From an optimization exercise on the open Yosys and OpenROAD flow, aimed at small area; shortcuts taken in it are not production practice. Function was checked by simulation only, so behaviour that the tests miss may differ from the original. Power is estimated from default activity; no workload was simulated.

Setup of amber:
Design mix_core, start of the top module:
module mix_core (
    input  wire        clk,
    input  wire        rst,
    output wire        mem_req,
    output wire        mem_we,
    output wire [11:0] mem_addr,
    output wire [30:0] mem_wdata,
    input  wire        mem_ack,
    input  wire [30:0] mem_rdata,
    output wire        halted,
    output reg  [2:0]  fault_kind,
    output wire [13:0] fault_operand,
    output reg  [11:0] pc,
    output reg         ov,
    output wire [30:0] rA,
    output wire [30:0] rX,
    output wire [12:0] rI1,
    output wire [12:0] rI2,
    output wire [12:0] rI3,
    output wire [12:0] rI4,
    output wire [12:0] rI5,
    output wire [12:0] rI6
);
    localparam [3:0] S_CLEAR = 4'd0;    
    localparam [3:0] S_COPY  = 4'd1;    
    localparam [3:0] S_FETCH = 4'd2;    
    localparam [3:0] S_INC   = 4'd3;    
    localparam [3:0] S_FOP   = 4'd4;    
    localparam [3:0] S_EA    = 4'd5;    
    localparam [3:0] S_READ  = 4'd6;    
    localparam [3:0] S_EXEC  = 4'd8;    
    localparam [3:0] S_NEG   = 4'd9;    
    localparam [3:0] S_WRITE = 4'd10;   
    localparam [3:0] S_HALT  = 4'd11;
    reg [3:0]  st;
    reg [2:0]  bj;      
    reg [3:0]  byc;     
    reg [29:0] a_m;  reg a_s;
    reg [29:0] x_m;  reg x_s;
    reg [11:0] i1_m, i2_m, i3_m, i4_m, i5_m, i6_m;
    reg        i1_s, i2_s, i3_s, i4_s, i5_s, i6_s;
    reg [29:0] wb_m; reg wb_s;    
    reg [13:0] fo;                
    reg [11:0] ir;                
    reg        f_a, f_b, f_c;     
    assign rA  = {a_s, a_m};
    assign rX  = {x_s, x_m};
    assign rI1 = {i1_s, i1_m};
    assign rI2 = {i2_s, i2_m};
    assign rI3 = {i3_s, i3_m};
    assign rI4 = {i4_s, i4_m};
    assign rI5 = {i5_s, i5_m};
    assign rI6 = {i6_s, i6_m};
    assign fault_operand = fo;
    assign halted    = (st == S_HALT);
    assign mem_addr  = fo[11:0];
    assign mem_wdata = {wb_s, wb_m};
    wire fo_bad = fo[13] | fo[12] | ((&fo[11:7]) & (fo[6] | fo[5]));
  ...
export LEC_CHECK = 0
export ABC_AREA = 1
export CAP_MARGIN = 20
export CORE_MARGIN = 2
export CORE_UTILIZATION = 55
export PLACE_DENSITY = 0.7
export SLEW_MARGIN = 20
create_clock -name core_clock -period 10.0 [get_ports {clk}]
standard.sh (not shown) runs the stock make flow with config.mk's settings and CLKGATE_MAP_FILE= SYNTH_SCRIPT=/design/flow/synth_recipe.tcl, a recipe that flattens the netlist after the stock synthesis.
==> flow/flow/run.sh <==
#!/bin/bash
# Standard layout, with the smallest buffer on the ports and a clock tree of small buffers.
set -euo pipefail
export BUFFER_PORTS_ARGS="-buffer_cell sky130_fd_sc_hd__buf_1"
export CTS_ARGS="-sink_clustering_enable -repair_clock_nets -dont_use_dummy_load -buf_list sky130_fd_sc_hd__clkbuf_4 -root_buf sky130_fd_sc_hd__clkbuf_4 -sink_clustering_buffer sky130_fd_sc_hd__clkbuf_4"
bash standard.sh > standard.log 2>&1
Changes in zinc relative to amber:
==> flow/flow/run.sh <==
#!/bin/bash
# Standard layout, with the smallest buffer on the ports and a clock tree of small buffers.
set -euo pipefail
export BUFFER_PORTS_ARGS="-buffer_cell sky130_fd_sc_hd__buf_1"
export CTS_ARGS="-sink_clustering_enable -repair_clock_nets -dont_use_dummy_load -buf_list sky130_fd_sc_hd__clkbuf_2 -root_buf sky130_fd_sc_hd__clkbuf_8 -sink_clustering_buffer sky130_fd_sc_hd__clkbuf_2 -sink_clustering_size 12"
bash standard.sh > standard.log 2>&1
==> comparison <==
Delta (zinc minus amber): total number of vias decreased 0.68%, setup slack of the worst register-to-register path decreased 0.04 ns, post-detailed-route wirelength per cell increased about 0.37%, routed wire length essentially unchanged, first-iteration DRC count increased 42. Filler-free cell count of the finished design essentially unchanged between amber and zinc. Worst setup slack came out lower on zinc than on amber. Summary of zinc over amber: internal cell power lower; multi-input gate share of the layout cell area higher; layout buffering overhead excluding clock cells roughly the same; global-route track usage on met3 roughly the same.

Setup of v38:
Another version of the RTL of mix_core (not shown whole).
Size: roughly 620 cells after synthesis, about 250 I/O pins.
==> flow/design.v (excerpt) <==
module mix_core (
    input  wire        clk,
    input  wire        rst,
    output wire        mem_req,
    output wire        mem_we,
    output wire [11:0] mem_addr,
    output wire [30:0] mem_wdata,
    input  wire        mem_ack,
    input  wire [30:0] mem_rdata,
    output wire        halted,
    output wire [2:0]  fault_kind,
    output wire [13:0] fault_operand,
    output reg  [11:0] pc,
    output reg         ov,
    output wire [30:0] rA,
    output wire [30:0] rX,
    output wire [12:0] rI1,
    output wire [12:0] rI2,
    output wire [12:0] rI3,
    output wire [12:0] rI4,
    output wire [12:0] rI5,
    output wire [12:0] rI6
);
    localparam [4:0] S_CLEAR = 5'b00000;   
    localparam [4:0] S_COPY  = 5'b00001;   
    localparam [4:0] S_FETCH = 5'b00010;   
    localparam [4:0] S_INC   = 5'b00011;   
    localparam [4:0] S_EA    = 5'b00100;   
    localparam [4:0] S_READ  = 5'b00101;   
    localparam [4:0] S_EXEC  = 5'b00110;   
    localparam [4:0] S_NEG   = 5'b00111;   
    localparam [4:0] S_WRITE = 5'b01000;   
    localparam [4:0] S_FOP2  = 5'b10010;   
    localparam [4:0] S_FOP3  = 5'b10011;
    localparam [4:0] S_FOP4  = 5'b10100;
    localparam [4:0] S_HALT1 = 5'b11001;   
    reg [4:0]  st;
    reg [2:0]  bj;      
    reg [3:0]  byc;     
    reg [29:0] a_m;  reg a_s;
    reg [29:0] x_m;  reg x_s;
    reg [11:0] i1_m, i2_m, i3_m, i4_m, i5_m, i6_m;
    reg        i1_s, i2_s, i3_s, i4_s, i5_s, i6_s;
    reg [29:0] wb_m; reg wb_s;    
    reg [13:0] fo;                
    reg [11:0] ir;                
    reg        f_a, f_c;          
    assign rA  = {a_s, a_m};
    assign rX  = {x_s, x_m};
    assign rI1 = {i1_s, i1_m};
    assign rI2 = {i2_s, i2_m};
    assign rI3 = {i3_s, i3_m};
    assign rI4 = {i4_s, i4_m};
    assign rI5 = {i5_s, i5_m};
  ...
==> flow/config.mk <==
export PLATFORM = sky130hd
export DESIGN_NAME = mix_core
export DESIGN_NICKNAME = mix_core
export VERILOG_FILES = /design/flow/design.v
export SDC_FILE = /design/flow/constraint.sdc
export NUM_CORES = 4
export LEC_CHECK = 0
export ABC_AREA = 1
export CAP_MARGIN = 0
export CORE_MARGIN = 2
export CORE_UTILIZATION = 55
export PLACE_DENSITY = 0.7
export SLEW_MARGIN = 0
==> flow/constraint.sdc <==
create_clock -name core_clock -period 10.0 [get_ports {clk}]
set_input_delay 2.0000 -clock core_clock [delete_from_list [all_inputs] [get_ports {clk}]]
set_output_delay 2.0000 -clock core_clock [all_outputs]
set_load 0.01 [all_outputs]
==> flow/flow/run.sh <==
#!/bin/bash
# Standard layout, with three changes: the combinational logic of the
# standard synthesis re-mapped by ABC with an area script (registers kept
# as the standard synthesis made them; eight seeds, the smallest kept), the
# smallest buffer on the ports, and a clock tree of small buffers.
set -euo pipefail
export BUFFER_PORTS_ARGS="-buffer_cell sky130_fd_sc_hd__buf_1"
export CTS_ARGS="-sink_clustering_enable -repair_clock_nets -dont_use_dummy_load -buf_list sky130_fd_sc_hd__clkbuf_4 -root_buf sky130_fd_sc_hd__clkbuf_8 -sink_clustering_buffer sky130_fd_sc_hd__clkbuf_4 -sink_clustering_size 9 -sink_clustering_max_diameter 45"
YOSYS=${YOSYS_EXE:-$(command -v yosys || echo "$FLOW_HOME/../tools/install/yosys/bin/yosys")}
R=orfs/results/$FLOW_PLATFORM/mix_core/base

bash standard.sh synth > standard_synth.log 2>&1
cp "$R/1_2_yosys.v" standard.v
cp "$FLOW_HOME/platforms/$FLOW_PLATFORM/lib/sky130_fd_sc_hd__tt_025C_1v80.lib" lib.lib
# two batches of four, so that each run gets a CPU of its own
for batch in "0 1 2 3" "4 5 6 7"; do
  for s in $batch; do
    sed "s/SEED/$s/" flow/remap.abc > remap_$s.abc
    sed "s#flow/remap.abc#remap_$s.abc#; s#remapped.v#remapped_$s.v#" flow/remap.ys > remap_$s.ys
    "$YOSYS" -s remap_$s.ys > remap_$s.log 2>&1 &
  done
  wait
done
# a re-mapped netlist much smaller than the standard one would mean lost logic
std=$(grep "Chip area" orfs/reports/$FLOW_PLATFORM/mix_core/base/synth_stat.txt | tail -1 | awk '{print $NF}')
best=""; besta=""
for s in 0 1 2 3 4 5 6 7; do
  a=$( (grep "Chip area" remap_$s.log || true) | tail -1 | awk '{print $NF}')
  echo "seed $s area $a" >> remap_pick.log
  if [[ -n "$a" ]] && awk "BEGIN{exit !($a > 0.8 * $std)}" && { [[ -z "$besta" ]] || awk "BEGIN{exit !($a < $besta)}"; }; then best=$s; besta=$a; fi
done
echo "picked seed $best area $besta" >> remap_pick.log
rm -f lib.lib
[[ -n "$best" ]] || { echo "no usable re-mapped netlist" >> remap_pick.log; exit 1; }
cp remapped_$best.v "$R/1_2_yosys.v"
bash standard.sh finish > standard_finish.log 2>&1
Other scripts of this flow, unchanged in this note and not shown: flow/flow/remap.abc, flow/flow/remap.ys
v38 finished all stages; the layout is clean.
> inputs changed (v38 -> v6)
- a change of SLEW_MARGIN from 0 to 5
- a change of CAP_MARGIN from 0 to 5
-- flow/flow/run.sh --
<<< v38, line 8
export CTS_ARGS="-sink_clustering_enable -repair_clock_nets -dont_use_dummy_load -buf_list sky130_fd_sc_hd__clkbuf_4 -root_buf sky130_fd_sc_hd__clkbuf_8 -sink_clustering_buffer sky130_fd_sc_hd__clkbuf_4 -sink_clustering_size 9 -sink_clustering_max_diameter 45"
>>> v6, line 8
export CTS_ARGS="-sink_clustering_enable -repair_clock_nets -dont_use_dummy_load -buf_list sky130_fd_sc_hd__clkbuf_4 -root_buf sky130_fd_sc_hd__clkbuf_4 -sink_clustering_buffer sky130_fd_sc_hd__clkbuf_4 -sink_clustering_size 9 -sink_clustering_max_diameter 45"
### Flow results
On number of DRC markers in iteration 0: between v38 and v6, it ends up lower for v38. Relative to v38, number of vias in the routed layout increased by about 1.2% in v6. Delta (v6 minus v38): worst hold-check slack saw a decrease; final routed wirelength across all metal layers barely changed; register share of total power increased by 0.2 points relative to the old numbers. The combinational fraction of design power of v38 and that of v6 are within noise of each other. Re count of non-CTS buffers in the layout: no difference whatsoever between v6 and v38. Lower power per cell area goes to v6 over v38. As far as design area is concerned, v6 and v38 perform about the same.
[inputs] v29 vs v6
-- flow/flow/run.sh --
<<< v6, line 8
export CTS_ARGS="-sink_clustering_enable -repair_clock_nets -dont_use_dummy_load -buf_list sky130_fd_sc_hd__clkbuf_4 -root_buf sky130_fd_sc_hd__clkbuf_4 -sink_clustering_buffer sky130_fd_sc_hd__clkbuf_4 -sink_clustering_size 9 -sink_clustering_max_diameter 45"
>>> v29, line 8
export CTS_ARGS="-sink_clustering_enable -repair_clock_nets -dont_use_dummy_load -buf_list sky130_fd_sc_hd__clkbuf_4 -root_buf sky130_fd_sc_hd__clkbuf_8 -sink_clustering_buffer sky130_fd_sc_hd__clkbuf_4 -sink_clustering_size 9 -sink_clustering_max_diameter 45"
Findings:
- As far as number of cells traversed by the worst register-to-register path is concerned, v6 and v29 perform about the same.
- Diff v6..v29 | global-route usage over all layers | negligible
- Diff v29..v6 | final instance area | negligible
- v29 ended with more total power than v6.

==> separate check: timing with driven ports <==
Ports are ideal in the flow. The routed layouts listed here were re-timed in OpenROAD. Step 1 assumes that a clkbuf_16 drives the clock port and a buf_2 every other input. Step 2 moves the port delays by t, midway between the first and last clock arrival at a register: inputs arrive t later, outputs are due t later. That takes back most of the time a late clock gives input paths. a / b / c = ideal / step 1 / step 2; a / b = the first two.
| run | shift t [ns] | slack for setup (ns) | hold WS [ns] | latest minus earliest clock arrival (ns) | worst slew at a driven data input, ns |
|---|---|---|---|---|---|
| amber | 0.674 | 5.870 / 5.888 / 5.213 | 0.374 / 0.374 / 0.374 | 0.089 / 0.089 | 0.05 |
| zinc | 0.553 | 5.728 / 5.747 / 5.193 | 0.398 / 0.398 / 0.398 | 0.075 / 0.075 | 0.05 |
| v38 | 0.552 | 4.982 / 4.940 / 4.988 | 0.421 / 0.421 / 0.421 | 0.071 / 0.071 | 0.05 |
| v6 | 0.661 | 4.888 / 4.850 / 5.032 | 0.392 / 0.392 / 0.392 | 0.104 / 0.104 | 0.05 |
| v29 | 0.552 | 4.982 / 4.940 / 4.988 | 0.421 / 0.421 / 0.421 | 0.071 / 0.071 | 0.05 |
After both steps every run listed still meets setup and hold. The setup slack of amber, which loses most, moves by +0.018 ns with the drivers and by -0.657 ns with both steps.
